Background: an optimization exercise with open tools, aiming at small area. Do not read the settings as production practice. In this exercise RTL edits were held to simulation tests only and were not proved equivalent to the original. The clock port is modelled as an ideal driver, which makes a skipped or thinned clock tree look cheaper than it is; a real chip needs a root buffer or a tree.

red:
// ksih
module ksih (
    input  wire        clk,
    input  wire        rst,           
    output wire [3:0]  col_o,         
    input  wire [3:0]  row_i,         
    output wire [4:0]  out_o,         
    output wire        out_we_o,      
    input  wire        edge_i,        
    output wire        irq_o,         
    input  wire        invoke_i,      
    output wire        ret_o,         
    output wire        busy_o,        
    input  wire        hcmd_valid_i,  
    input  wire [10:0] hcmd_i,        
    output wire [7:0]  hrdata_o       
);
Size: ~120 cells after synthesis, ~1000 um2 of cells after synthesis.
==> module ksih, before the edit <==
module ksih (
    input  wire        clk,
    input  wire        rst,           
    output wire [3:0]  col_o,         
    input  wire [3:0]  row_i,         
    output wire [4:0]  out_o,         
    output wire        out_we_o,      
    input  wire        edge_i,        
    output wire        irq_o,         
    input  wire        invoke_i,      
    output wire        ret_o,         
    output wire        busy_o,        
    input  wire        hcmd_valid_i,  
    input  wire [10:0] hcmd_i,        
    output wire [7:0]  hrdata_o       
);
    reg [3:0] s_q;
    reg [3:0] col_q;
    reg [4:0] out_q;
    reg       ier_q;
    reg       isr_q;
    reg [7:0] hrdata_q;
    wire idle   = (s_q == 4'd0 || s_q == 4'd1 || s_q == 4'd2);
    wire hv     = idle && hcmd_valid_i && !invoke_i;
    wire [2:0] op  = hcmd_i[10:8];
    wire       a0  = hcmd_i[0];
    wire s_out  = (s_q == 4'd12 || s_q == 4'd13 || s_q == 4'd14 || s_q == 4'd15);
    wire s_outm = (s_q == 4'd11);
    wire s_col1 = (s_q == 4'd6);
    wire s_coln = (s_q == 4'd5 || s_q == 4'd7);
    wire s_dis  = (s_q == 4'd8);
    wire s_en   = (s_q == 4'd10);
    wire s_clr  = (s_q == 4'd9);
    wire [3:0] rl  = ~row_i;
    wire       hit = (rl == 4'b0001) | (rl == 4'b0010) | (rl == 4'b0100) | (rl == 4'b1000);
    wire rc1 = rl[2] | rl[3];
    wire rc0 = rl[1] | rl[3];
    wire [1:0] rr = {s_q[1], s_q[0]};
    wire cc1 = !col_q[2] | !col_q[3];
    wire cc0 = !col_q[0] | !col_q[3];
    reg [3:0] code;
    always @(*) begin
        case ({rr, cc1, cc0})
            4'd0: code = 4'hE;
            4'd1: code = 4'hD;
            4'd2: code = 4'hF;
            4'd3: code = 4'h0;
            4'd4: code = 4'h9;
            4'd5: code = 4'hC;
            4'd6: code = 4'h8;
            4'd7: code = 4'h7;
            4'd8: code = 4'h6;
            4'd9: code = 4'hB;
            4'd10: code = 4'h5;
            4'd11: code = 4'h4;
            4'd12: code = 4'h3;
            4'd13: code = 4'hA;
            4'd14: code = 4'h2;
            default: code = 4'h1;
        endcase
    end
    reg [3:0] s_d;
    always @(*) begin
        case (s_q)
            4'd8: s_d = 4'd3;
            4'd3: s_d = isr_q ? 4'd6 : 4'd2;
            4'd6, 4'd7, 4'd5: s_d = 4'd4;
            4'd4: s_d = hit ? (4'd12 | ({3'b000, rc1} << 1) | ({3'b000, rc0} << 0)) :
                          col_q[3] ? 4'd7 : 4'd11;
            4'd12, 4'd13, 4'd14, 4'd15, 4'd11: s_d = 4'd9;
            4'd9: s_d = 4'd10;
            4'd10: s_d = 4'd2;
            default: s_d = invoke_i ? 4'd8 : (hv && op == 3'd2) ? 4'd1 : 4'd0;
        endcase
    end
    always @(posedge clk) begin
        if (rst) begin
            s_q      <= 4'd0;
            col_q    <= 4'b1111;
            ier_q    <= 1'b0;
            isr_q    <= 1'b0;
            hrdata_q <= 8'h00;
        end else begin
            s_q <= s_d;
            if (s_col1)
                col_q <= 4'b1110;
            else if (s_coln)
                col_q <= {col_q[2:0], 1'b1};   
            else if (hv && op == 3'd0)
                col_q <= hcmd_i[3:0];
            if (s_dis || (hv && op == 3'd4 && a0))
                ier_q <= 1'b0;
            else if (s_en || (hv && op == 3'd6 && a0))
                ier_q <= 1'b1;
            isr_q <= edge_i | (isr_q & ~(s_clr || (hv && op == 3'd5 && a0)));
            if (hv && op == 3'd1)
                hrdata_q <= {row_i, col_q};
            else if (hv && op == 3'd3)
                hrdata_q <= {7'b0, isr_q};
        end
    end
    wire       out_wr   = hv && op == 3'd2;
    wire       out_hold = rst || !(s_out || s_outm || out_wr);
    wire [4:0] out_new  = ({5{s_out}} & {1'b0, code}) | ({5{s_outm}} & 5'h10) |
                          ({5{out_wr}} & hcmd_i[4:0]);
    always @(posedge clk)
        out_q <= ({5{!rst}} & out_new) | ({5{out_hold}} & out_q);
    assign col_o    = col_q;
    assign out_o    = out_q;
    assign out_we_o = (s_q == 4'd1 || s_q == 4'd9);
    assign irq_o    = ier_q & isr_q;
    assign ret_o    = (s_q == 4'd2);
    assign busy_o   = !idle;
    assign hrdata_o = hrdata_q;
endmodule
clock: 10.0 ns
lec_check: 0
cap_margin: 5
core_margin: 2
core_utilization: 30
gpl_timing_driven: 0
slew_margin: 5
standard.sh (not shown) runs the stock make flow with config.mk's settings and CLKGATE_MAP_FILE= SYNTH_SCRIPT=/design/flow/synth_recipe.tcl, a recipe that flattens the netlist after the stock synthesis.
==> flow/flow/run.sh <==
#!/bin/bash
# Own layout flow on top of the standard flow (standard.sh):
#  1. the standard synthesis, unchanged;
#  3. the standard layout, with a buf_1 buffer on every port and the clock
#     tree's root buffer removed, its two leaf buffers driven by the clock
#     port (flow/noroot.tcl, after CTS).
# Each tool writes its full output to a log file in this folder.
set -euo pipefail
W=$(pwd)
R=$W/orfs/results/$FLOW_PLATFORM/ksih/base
LIB=$FLOW_HOME/platforms/sky130hd/lib/sky130_fd_sc_hd__tt_025C_1v80.lib

bash standard.sh synth > synth.log 2>&1
cp $R/1_2_yosys.v $W/standard_synth.v

# remap IN TAG SCRIPT: four ABC seeds of SCRIPT in parallel on netlist IN;
# keeps the smallest result so far in best/barea
remap() {
  local in=$1 tag=$2 script=$3 S a
  for S in 0 1 2 3; do
    sed "s/@SEED@/$S/" $W/flow/$script > $W/remap_${tag}_$S.abc
    cat > $W/remap_${tag}_$S.ys <<EOS
read_liberty -ignore_miss_func $LIB
read_verilog $in
hierarchy -top $FLOW_TOP
blackbox sky130_fd_sc_hd__dfxtp_1 sky130_fd_sc_hd__edfxtp_1
flatten
rename -hide w:*.*
opt_clean -purge
abc -liberty $LIB -dont_use *lpflow* -dont_use *probe* -script $W/remap_${tag}_$S.abc
setundef -zero
hilomap -singleton -hicell sky130_fd_sc_hd__conb_1 HI -locell sky130_fd_sc_hd__conb_1 LO
opt_clean -purge
rename -enumerate -pattern rmp_${tag}_%
tee -o $W/remap_${tag}_$S.txt stat -liberty $LIB
write_verilog -noattr -noexpr -nohex -nodec $W/remapped_${tag}_$S.v
EOS
    ${YOSYS_EXE:-yosys} -s $W/remap_${tag}_$S.ys > remap_${tag}_$S.log 2>&1 &
  done
  wait
  for S in 0 1 2 3; do
    a=$(awk '/Chip area/ {print $NF}' $W/remap_${tag}_$S.txt)
    echo "pass $tag seed $S: $a" >> remap_choice.log
    if [[ -z "$best" ]] || awk -v a="$a" -v b="$barea" 'BEGIN{exit !(a < b)}'; then best=${tag}_$S; barea=$a; fi
  done
}
best=""; barea=""
remap $W/standard_synth.v p1 remap.abc
remap $W/standard_synth.v p2 remap_b.abc
remap $W/remapped_$best.v p3 remap.abc
echo "kept $best ($barea)" >> remap_choice.log
cp $W/remapped_$best.v $R/1_2_yosys.v

bash standard.sh \
  "POST_CTS_TCL=$W/flow/noroot.tcl" \
  "BUFFER_PORTS_ARGS=-buffer_cell sky130_fd_sc_hd__buf_1" \
  "CTS_ARGS=-sink_clustering_enable -repair_clock_nets -dont_use_dummy_load -buf_list sky130_fd_sc_hd__clkbuf_8" \
  finish > layout.log 2>&1
Other scripts of this flow, unchanged in this note and not shown: flow/flow/noroot.tcl, flow/flow/remap.abc, flow/flow/remap_b.abc
red closes out successfully: all stages finished, all timing, DRC and antenna checks passed.
[inputs] blue vs red
--- a/flow/design.v
+++ b/flow/design.v
@@ -97,16 +97,20 @@
                 hrdata_q <= {row_i, col_q};
             else if (hv && op == 3'd3)
                 hrdata_q <= {7'b0, isr_q};
         end
     end
-    wire       out_wr   = hv && op == 3'd2;
-    wire       out_hold = rst || !(s_out || s_outm || out_wr);
-    wire [4:0] out_new  = ({5{s_out}} & {1'b0, code}) | ({5{s_outm}} & 5'h10) |
-                          ({5{out_wr}} & hcmd_i[4:0]);
-    always @(posedge clk)
-        out_q <= ({5{!rst}} & out_new) | ({5{out_hold}} & out_q);
+    always @(posedge clk) begin
+        if (rst)
+            ;
+        else if (s_out)
+            out_q <= {1'b0, code};
+        else if (s_outm)
+            out_q <= 5'h10;
+        else if (hv && op == 3'd2)
+            out_q <= hcmd_i[4:0];
+    end
     assign col_o    = col_q;
     assign out_o    = out_q;
     assign out_we_o = (s_q == 4'd1 || s_q == 4'd9);
     assign irq_o    = ier_q & isr_q;
     assign ret_o    = (s_q == 4'd2);
Findings:
Changes observed in blue relative to red: critical path depth fell by 1, depth of the worst hold-timing path now sits lower, amount of wire on met3 after detailed routing went down about 26%, wire length saw a decrease. Fraction of area in multi-input gates | blue below red. Against red, worst setup slack after layout in blue came out better. Between blue and red, it is blue whose number of buffer and inverter instances along the worst setup path is lower, by 1. Summary of blue over red: measured slew at the worst slew-check pin went up, initial cell density of the core about even.

==> afterwards: timing with drivers on the ports <==
The flow's constraints put no driver on any port. The routed layouts listed below were extracted and timed again, unchanged, in two steps. Step 1: set_driving_cell puts a clkbuf_16 on clk and a buf_2 on each other input, an assumption about the parent block. Step 2 times the ports against the registers' clock, not the clock port: input delays grow and output delays shrink by t, the midpoint of the rising clock arrivals with the driver on. Slacks: ideal / step 1 / step 2; pairs: ideal / step 1.
run | shift t [ns] | slack for setup (ns) | hold slack, ns
red | 0.170 | 5.620 / 5.624 / 5.453 | 0.452 / 0.452 / 0.452
blue | 0.181 | 6.282 / 6.291 / 6.110 | 0.490 / 0.490 / 0.490
After both steps every run listed still meets setup and hold. For blue, which loses most, drivers alone change the setup slack by +0.009 ns; drivers and shift together by -0.172 ns.
